This is an optimization exercise on Yosys and OpenROAD, whose aim is small area, not a production implementation. Where RTL was checked, it was by simulation tests only, not by an equivalence proof against the original.

==> v18 <==
Design frx_core, start of the top module:
module frx_core (
    input  wire        clk,
    input  wire        rst,
    input  wire        ev_valid,
    input  wire [3:0]  ev_type,
    input  wire [15:0] ev_arg,
    output wire        ev_ready,
    output reg         resp_valid,
    output reg  [31:0] resp_data,      
    output wire        ready_out
);
export LEC_CHECK = 0
export CAP_MARGIN = 20
export CORE_MARGIN = 2
export CORE_UTILIZATION = 65
export CTS_BUF_LIST = sky130_fd_sc_hd__clkbuf_8
export CTS_CLUSTER_DIAMETER = 40
export CTS_CLUSTER_SIZE = 16
export PLACE_DENSITY = 0.75
export SLEW_MARGIN = 20
create_clock -name core_clock -period 25.0 [get_ports {clk}]
standard.sh (not shown) runs the stock make flow with config.mk's settings and CLKGATE_MAP_FILE= SYNTH_SCRIPT=/design/flow/synth_recipe.tcl, a recipe that flattens the netlist after the stock synthesis.
==> flow/flow/run.sh <==
#!/bin/bash
# The standard layout (the standard.sh: ORFS synthesis through final),
# with clock tree synthesis told not to add dummy loads for balancing.
set -euo pipefail
export CTS_ARGS="-sink_clustering_enable -repair_clock_nets -sink_clustering_size 26 -sink_clustering_max_diameter 40 -buf_list sky130_fd_sc_hd__clkbuf_16 -dont_use_dummy_load"
bash standard.sh > standard_flow.log 2>&1
==> v13: changes against v18 <==
--- a/flow/design.v
+++ b/flow/design.v
@@ -121,77 +121,12 @@
             end
             if (do_fill)
                 fill_index <= fill_new;
         end
     end
 endmodule
-module frx_add #(
-    parameter N = 8
-) (
-    input  wire [N-1:0] a,
-    input  wire [N-1:0] b,
-    input  wire         ci,
-    output wire [N-1:0] s,
-    output wire         co
-);
-    wire [N:0] c;
-    assign c[0] = ci;
-    genvar i;
-    generate
-        for (i = 0; i < N; i = i + 1) begin : bit_
-            assign s[i]   = a[i] ^ b[i] ^ c[i];
-            assign c[i+1] = (a[i] & b[i]) | (c[i] & (a[i] ^ b[i]));
-        end
-    endgenerate
-    assign co = c[N];
-endmodule
-module frx_conv (
-    input  wire [11:0] o,
-    input  wire [6:0]  v,
-    output wire [11:0] code
-);
-    wire        neg = o[11];
-    wire [10:0] l   = o[10:0];
-    wire [17:0] a0 = {7'd0, v[0] ? l : 11'd0};
-    wire [11:0] s1; wire c1;
-    frx_add #(.N(12)) u1 (.a(a0[11:0]), .b({v[1] ? l : 11'd0, neg}), .ci(1'b0), .s(s1), .co(c1));
-    wire [17:0] a1 = {5'd0, c1, s1};
-    wire [11:0] s2; wire c2;
-    frx_add #(.N(12)) u2 (.a(a1[12:1]), .b({v[2] ? l : 11'd0, neg}), .ci(1'b0), .s(s2), .co(c2));
-    wire [17:0] a2 = {4'd0, c2, s2, a1[0]};
-    wire [10:0] s3; wire c3;
-    frx_add #(.N(11)) u3 (.a(a2[13:3]), .b(v[3] ? l : 11'd0), .ci(1'b0), .s(s3), .co(c3));
-    wire [17:0] a3 = {3'd0, c3, s3, a2[2:0]};
-    wire [10:0] s4; wire c4;
-    frx_add #(.N(11)) u4 (.a(a3[14:4]), .b(v[4] ? l : 11'd0), .ci(1'b0), .s(s4), .co(c4));
-    wire [17:0] a4 = {2'd0, c4, s4, a3[3:0]};
-    wire [10:0] s5; wire c5;
-    frx_add #(.N(11)) u5 (.a(a4[15:5]), .b(v[5] ? l : 11'd0), .ci(neg), .s(s5), .co(c5));
-    wire [17:0] a5 = {1'd0, c5, s5, a4[4:0]};
-    wire [10:0] s6; wire c6;
-    frx_add #(.N(11)) u6 (.a(a5[16:6]), .b(v[6] ? l : 11'd0), .ci(neg), .s(s6), .co(c6));
-    wire [17:0] a6 = {c6, s6, a5[5:0]};
-    wire [7:0] hi; wire hco;
-    frx_add #(.N(8)) uh (.a(8'd100), .b(neg ? {1'b1, ~v} : 8'd0), .ci(neg), .s(hi), .co(hco));
-    wire [7:0] xh; wire xco;
-    frx_add #(.N(8)) ux (.a({1'b0, a6[17:11]}), .b(hi), .ci(1'b0), .s(xh), .co(xco));
-    wire [18:0] x = {xh, a6[10:0]};
-    wire [6:0] r [0:12];
-    assign r[0] = x[18:12];
-    genvar i;
-    generate
-        for (i = 0; i < 12; i = i + 1) begin : dv
-            wire [7:0] t = {r[i], x[11-i]};
-            wire       q = t[7] | (t[6] & t[5] & (t[4] | t[3] | t[2]));
-            wire [4:0] d; wire dco;
-            frx_add #(.N(5)) us (.a(t[6:2]), .b(5'd7), .ci(1'b0), .s(d), .co(dco));
-            assign code[11-i] = q;
-            assign r[i+1]     = q ? {d, t[1:0]} : t[6:0];
-        end
-    endgenerate
-endmodule
 module frx_core (
     input  wire        clk,
     input  wire        rst,
     input  wire        ev_valid,
     input  wire [3:0]  ev_type,
     input  wire [15:0] ev_arg,
@@ -256,13 +191,14 @@
     wire e_sample  = v && (t == EV_SAMPLE_READ);
     wire runt       = rx_count < 4;
     wire cmd_short  = rx_count < 5;
     wire cmd_known  = (b2 == 8'h01) || (b2 == 8'h02) || (b2 == 8'h03) || (b2 == 8'hFF);
     wire bad_count  = ({b2, b3} == 16'd0) || ({b2, b3} > CAP);
     wire [6:0] f_n  = b3[6:0];                          
-    wire data_short = ({1'b0, rx_count} < (9'd4 + {1'b0, f_n, 1'b0}));
+    wire [6:0] c_j  = rx_count[7:1] - 7'd2;
+    wire data_short = (c_j < f_n);
     wire parse    = rx_armed;
     wire cmd_ok   = parse && !runt && h_c0 && !cmd_short && !bad_ch && cmd_known;
     wire data_ok  = parse && !runt && h_da && !bad_count && !data_short && !bad_ch;
     wire err_header = parse && !runt &&
                       ((!h_c0 && !h_da) || (h_c0 && !cmd_short && !bad_ch && !cmd_known));
     wire err_chlen  = parse && (runt ||
@@ -290,22 +226,36 @@
         if (e_rxerr)
             tf_inc = ev_arg[1] ? 2'd2 : 2'd1;
         if (e_deass)
             tf_inc = {1'b0, rx_armed && ev_arg[0]} +
                      {1'b0, runs_disable && ev_arg[1]};
     end
-    wire        [11:0] o     = {ev_arg[7:0], lo[7:4]};
+    reg         [7:0]  hq;
+    wire signed [11:0] o     = {hq, lo[7:4]};
     wire        [6:0]  f_vol = c_ch ? volume[1] : volume[0];
+    wire signed [19:0] prod  = o * $signed({1'b0, f_vol});
+    wire        [18:0] cx    = 19'd204800 + prod[18:0] + (o[11] ? 19'd99 : 19'd0);
+    wire        [6:0]  cr [0:12];
     wire        [11:0] code;
-    frx_conv u_conv (.o(o), .v(f_vol), .code(code));
+    assign cr[0] = cx[18:12];
+    genvar gi;
+    generate
+        for (gi = 0; gi < 12; gi = gi + 1) begin : dv
+            wire [7:0] tt = {cr[gi], cx[11-gi]};
+            wire [7:0] td = tt - 8'd100;
+            assign code[11-gi] = (tt >= 8'd100);
+            assign cr[gi+1]    = code[11-gi] ? td[6:0] : tt[6:0];
+        end
+    endgenerate
     wire conv_ev = e_byte && rx_count[0] && (rx_count >= 5) && h_da && !bad_ch;
-    wire [6:0] c_j    = rx_count[7:1] - 7'd2;
     wire [6:0] c_slot = f_fi + c_j;
     wire       c_need = f_fi[6] || !c_slot[6];
-    wire [5:0] c_dist = {c_slot[4:0], c_slot[5]} - ph;
-    wire       conv_acc = !c_need || (c_dist[3:0] == 4'd0);
+    wire [5:0] c_phys = {c_slot[4:0], c_slot[5]};
+    wire [5:0] ph1    = ph + 6'd1;                  
+    wire [1:0] c_wp   = c_phys[5:4] - ph1[5:4];     
+    wire       conv_acc = !c_need || (c_phys[3:0] == ph1[3:0]);
     wire cnt_ev  = (e_assert && ev_arg[0]) || e_rxerr || e_deass || e_drain || e_clr;
     wire copy_ev = e_deass && data_ok && !c_full;
     reg  armed;                       
     wire cnt_acc = copy_ev ? (armed && ph0) : first;
     wire st_cnt  = (widx >= 5'd3 && widx <= 5'd7) || (widx >= 5'd11 && widx <= 5'd13) ||
                    (widx >= 5'd19 && widx <= 5'd21);
@@ -314,14 +264,21 @@
                e_status ? (!st_cnt || first) :
                e_sample ? samp_acc :
                conv_ev  ? conv_acc : 1'b1;
     assign ev_ready = !rclr && (!ev_valid || acc);
     wire go = ev_valid && ev_ready;
     wire [11:0] s_head;
+    reg         s_we;
+    reg  [1:0]  s_wp;
+    always @(posedge clk) begin
+        hq   <= ev_arg[7:0];
+        s_wp <= c_wp;
+        s_we <= go && conv_ev && c_need;
+    end
     frx_ring4 #(.W(12)) u_stage (
-        .clk(clk), .we(go && conv_ev && c_need), .wp(c_dist[5:4]), .wd(code), .head(s_head));
+        .clk(clk), .we(s_we), .wp(s_wp), .wd(code), .head(s_head));
     wire [5:0] h_slot = {ph[0], ph[5:1]};           
     wire copy = copy_ev && (armed || ph0) &&
                 ({1'b0, h_slot} >= f_fi) && ({2'b0, h_slot} < f_end);
     wire cnt_clear = rst || rclr || clring || (go && e_clr);
     wire [31:0] c_tf, c_ih, c_icl, c_cf, c_df, c_sw0, c_sw1, c_un0, c_un1;
     wire g_dea = go && e_deass;
@@ -342,13 +299,13 @@
     reg  [31:0] c_ts0, c_ts1;
     reg  [5:0]  ts_c;
     reg         ts_ch;
     wire        ts_ld  = g_dea && data_ok;
     wire        ts_sel = ts_ld ? c_ch : ts_ch;
     wire        ts_h   = ts_sel ? c_ts1[0] : c_ts0[0];
-    wire [6:0]  ts_t   = ts_ld ? ({6'd0, ts_h} + f_m) : ({6'd0, ts_h} + {1'b0, ts_c});
+    wire [6:0]  ts_t   = {6'd0, ts_h} + (ts_ld ? f_m : {1'b0, ts_c});
     wire        ts_n0  = ts_sel ? c_ts0[0] : ts_t[0];
     wire        ts_n1  = ts_sel ? ts_t[0] : c_ts1[0];
     always @(posedge clk) begin
         if (rst || last)
             ts_c <= 6'd0;
         else
==> flow/run.sh (new file) <==
#!/bin/bash
# synth_recipe.tcl (not shown) runs the flow's synth.tcl, then flattens the netlist and writes it again
# the make line also repeats each setting of config.mk as NAME=value (left out here)
make -C /OpenROAD-flow-scripts/flow DESIGN_CONFIG=/design/flow/config.mk WORK_HOME=/design/flow/orfs CLKGATE_MAP_FILE= SYNTH_SCRIPT=/design/flow/synth_recipe.tcl finish
removed: flow/flow/run.sh
removed: flow/standard.sh
==> v7: changes against v18 <==
--- a/flow/design.v
+++ b/flow/design.v
@@ -121,77 +121,12 @@
             end
             if (do_fill)
                 fill_index <= fill_new;
         end
     end
 endmodule
-module frx_add #(
-    parameter N = 8
-) (
-    input  wire [N-1:0] a,
-    input  wire [N-1:0] b,
-    input  wire         ci,
-    output wire [N-1:0] s,
-    output wire         co
-);
-    wire [N:0] c;
-    assign c[0] = ci;
-    genvar i;
-    generate
-        for (i = 0; i < N; i = i + 1) begin : bit_
-            assign s[i]   = a[i] ^ b[i] ^ c[i];
-            assign c[i+1] = (a[i] & b[i]) | (c[i] & (a[i] ^ b[i]));
-        end
-    endgenerate
-    assign co = c[N];
-endmodule
-module frx_conv (
-    input  wire [11:0] o,
-    input  wire [6:0]  v,
-    output wire [11:0] code
-);
-    wire        neg = o[11];
-    wire [10:0] l   = o[10:0];
-    wire [17:0] a0 = {7'd0, v[0] ? l : 11'd0};
-    wire [11:0] s1; wire c1;
-    frx_add #(.N(12)) u1 (.a(a0[11:0]), .b({v[1] ? l : 11'd0, neg}), .ci(1'b0), .s(s1), .co(c1));
-    wire [17:0] a1 = {5'd0, c1, s1};
-    wire [11:0] s2; wire c2;
-    frx_add #(.N(12)) u2 (.a(a1[12:1]), .b({v[2] ? l : 11'd0, neg}), .ci(1'b0), .s(s2), .co(c2));
-    wire [17:0] a2 = {4'd0, c2, s2, a1[0]};
-    wire [10:0] s3; wire c3;
-    frx_add #(.N(11)) u3 (.a(a2[13:3]), .b(v[3] ? l : 11'd0), .ci(1'b0), .s(s3), .co(c3));
-    wire [17:0] a3 = {3'd0, c3, s3, a2[2:0]};
-    wire [10:0] s4; wire c4;
-    frx_add #(.N(11)) u4 (.a(a3[14:4]), .b(v[4] ? l : 11'd0), .ci(1'b0), .s(s4), .co(c4));
-    wire [17:0] a4 = {2'd0, c4, s4, a3[3:0]};
-    wire [10:0] s5; wire c5;
-    frx_add #(.N(11)) u5 (.a(a4[15:5]), .b(v[5] ? l : 11'd0), .ci(neg), .s(s5), .co(c5));
-    wire [17:0] a5 = {1'd0, c5, s5, a4[4:0]};
-    wire [10:0] s6; wire c6;
-    frx_add #(.N(11)) u6 (.a(a5[16:6]), .b(v[6] ? l : 11'd0), .ci(neg), .s(s6), .co(c6));
-    wire [17:0] a6 = {c6, s6, a5[5:0]};
-    wire [7:0] hi; wire hco;
-    frx_add #(.N(8)) uh (.a(8'd100), .b(neg ? {1'b1, ~v} : 8'd0), .ci(neg), .s(hi), .co(hco));
-    wire [7:0] xh; wire xco;
-    frx_add #(.N(8)) ux (.a({1'b0, a6[17:11]}), .b(hi), .ci(1'b0), .s(xh), .co(xco));
-    wire [18:0] x = {xh, a6[10:0]};
-    wire [6:0] r [0:12];
-    assign r[0] = x[18:12];
-    genvar i;
-    generate
-        for (i = 0; i < 12; i = i + 1) begin : dv
-            wire [7:0] t = {r[i], x[11-i]};
-            wire       q = t[7] | (t[6] & t[5] & (t[4] | t[3] | t[2]));
-            wire [4:0] d; wire dco;
-            frx_add #(.N(5)) us (.a(t[6:2]), .b(5'd7), .ci(1'b0), .s(d), .co(dco));
-            assign code[11-i] = q;
-            assign r[i+1]     = q ? {d, t[1:0]} : t[6:0];
-        end
-    endgenerate
-endmodule
 module frx_core (
     input  wire        clk,
     input  wire        rst,
     input  wire        ev_valid,
     input  wire [3:0]  ev_type,
     input  wire [15:0] ev_arg,
@@ -290,16 +225,28 @@
         if (e_rxerr)
             tf_inc = ev_arg[1] ? 2'd2 : 2'd1;
         if (e_deass)
             tf_inc = {1'b0, rx_armed && ev_arg[0]} +
                      {1'b0, runs_disable && ev_arg[1]};
     end
-    wire        [11:0] o     = {ev_arg[7:0], lo[7:4]};
+    wire signed [11:0] o     = {ev_arg[7:0], lo[7:4]};
     wire        [6:0]  f_vol = c_ch ? volume[1] : volume[0];
+    wire signed [19:0] prod  = o * $signed({1'b0, f_vol});
+    wire        [18:0] cx    = 19'd204800 + prod[18:0] + (o[11] ? 19'd99 : 19'd0);
+    wire        [6:0]  cr [0:12];
     wire        [11:0] code;
-    frx_conv u_conv (.o(o), .v(f_vol), .code(code));
+    assign cr[0] = cx[18:12];
+    genvar gi;
+    generate
+        for (gi = 0; gi < 12; gi = gi + 1) begin : dv
+            wire [7:0] tt = {cr[gi], cx[11-gi]};
+            wire [7:0] td = tt - 8'd100;
+            assign code[11-gi] = (tt >= 8'd100);
+            assign cr[gi+1]    = code[11-gi] ? td[6:0] : tt[6:0];
+        end
+    endgenerate
     wire conv_ev = e_byte && rx_count[0] && (rx_count >= 5) && h_da && !bad_ch;
     wire [6:0] c_j    = rx_count[7:1] - 7'd2;
     wire [6:0] c_slot = f_fi + c_j;
     wire       c_need = f_fi[6] || !c_slot[6];
     wire [5:0] c_dist = {c_slot[4:0], c_slot[5]} - ph;
     wire       conv_acc = !c_need || (c_dist[3:0] == 4'd0);
==> flow/run.sh (new file) <==
#!/bin/bash
# synth_recipe.tcl (not shown) runs the flow's synth.tcl, then flattens the netlist and writes it again
# the make line also repeats each setting of config.mk as NAME=value (left out here)
make -C /OpenROAD-flow-scripts/flow DESIGN_CONFIG=/design/flow/config.mk WORK_HOME=/design/flow/orfs CLKGATE_MAP_FILE= SYNTH_SCRIPT=/design/flow/synth_recipe.tcl finish
removed: flow/flow/run.sh
removed: flow/standard.sh
==> run notes <==
metric                                                                   v7         v13         v18
Result of the run                          no timing/DRC/antenna violations  no timing/DRC/antenna violations  no timing/DRC/antenna violations
Synthesis-stage register bit count                                     4309        4315        4309
Count of nets after finishing                                          6949        6978        6828
DR WL met3                                                          6974 µm     7773 µm     6436 µm
Final Critical Period                                              23.28 ns    20.75 ns    24.12 ns
Avg Vias per Cell                                                     4.939       4.958       5.015
Global-route wire length before repair                            264400 µm   266700 µm   276000 µm
Pre-CTS worst setup slack                                          1.022 ns    4.176 ns  -0.8577 ns
Gate count of the mapped netlist                                       6361        6416        6153
Finished Cell Area                                               0.1109 mm²  0.1116 mm²  0.1124 mm²
Final core utilization                                               0.7190      0.7169      0.7382
Critical path start-end classification                            in -> reg  reg -> reg   in -> reg
Global-route met1 utilization                                        0.2944      0.3016      0.3154
Effective utilization at floorplan                                   0.6558      0.6524      0.6554
Share of the synthesized area in compound gates (AO/OA/AOI/OAI)     0.04508     0.04809     0.03904
Syn nets                                                               6596        6639        6373
Fraction of the cycle the final worst path needs                     0.9313      0.8300      0.9649
Final sequential cell count                                            4309        4315        4309
The RTL of v18 and v7 was laid out without a check of its function.

-- what the ideal ports hide --
The flow's constraints put no driver on any port. The routed layouts listed below were extracted and timed again, unchanged, in two steps. Step 1, drivers: a clkbuf_16 drives clk and a buf_2 each remaining input, both assumed. Step 2 times the ports against the registers' clock, not the clock port: input delays grow and output delays shrink by t, the midpoint of the rising clock arrivals with the driver on. Three values: no drivers, after step 1, after step 2; two values: the first two.
run	shift t [ns]	setup WS [ns]	hold slack, ns	worst setup path after step 2	slew at the worst register clock pin (ns)
v18	0.950	0.878 / 0.926 / -0.024	0.259 / 0.259 / 0.259	input to register	0.11 / 0.11
v13	1.046	4.251 / 4.251 / 4.251	0.257 / 0.257 / 0.257	register to register	0.11 / 0.11
v7	1.054	1.717 / 1.767 / 0.714	0.276 / 0.276 / 0.276	input to register	0.10 / 0.10
Met with ideal ports but missed after step 2: setup timing in v18. The setup slack of v7, which loses most, moves by +0.050 ns with the drivers and by -1.003 ns with both steps.
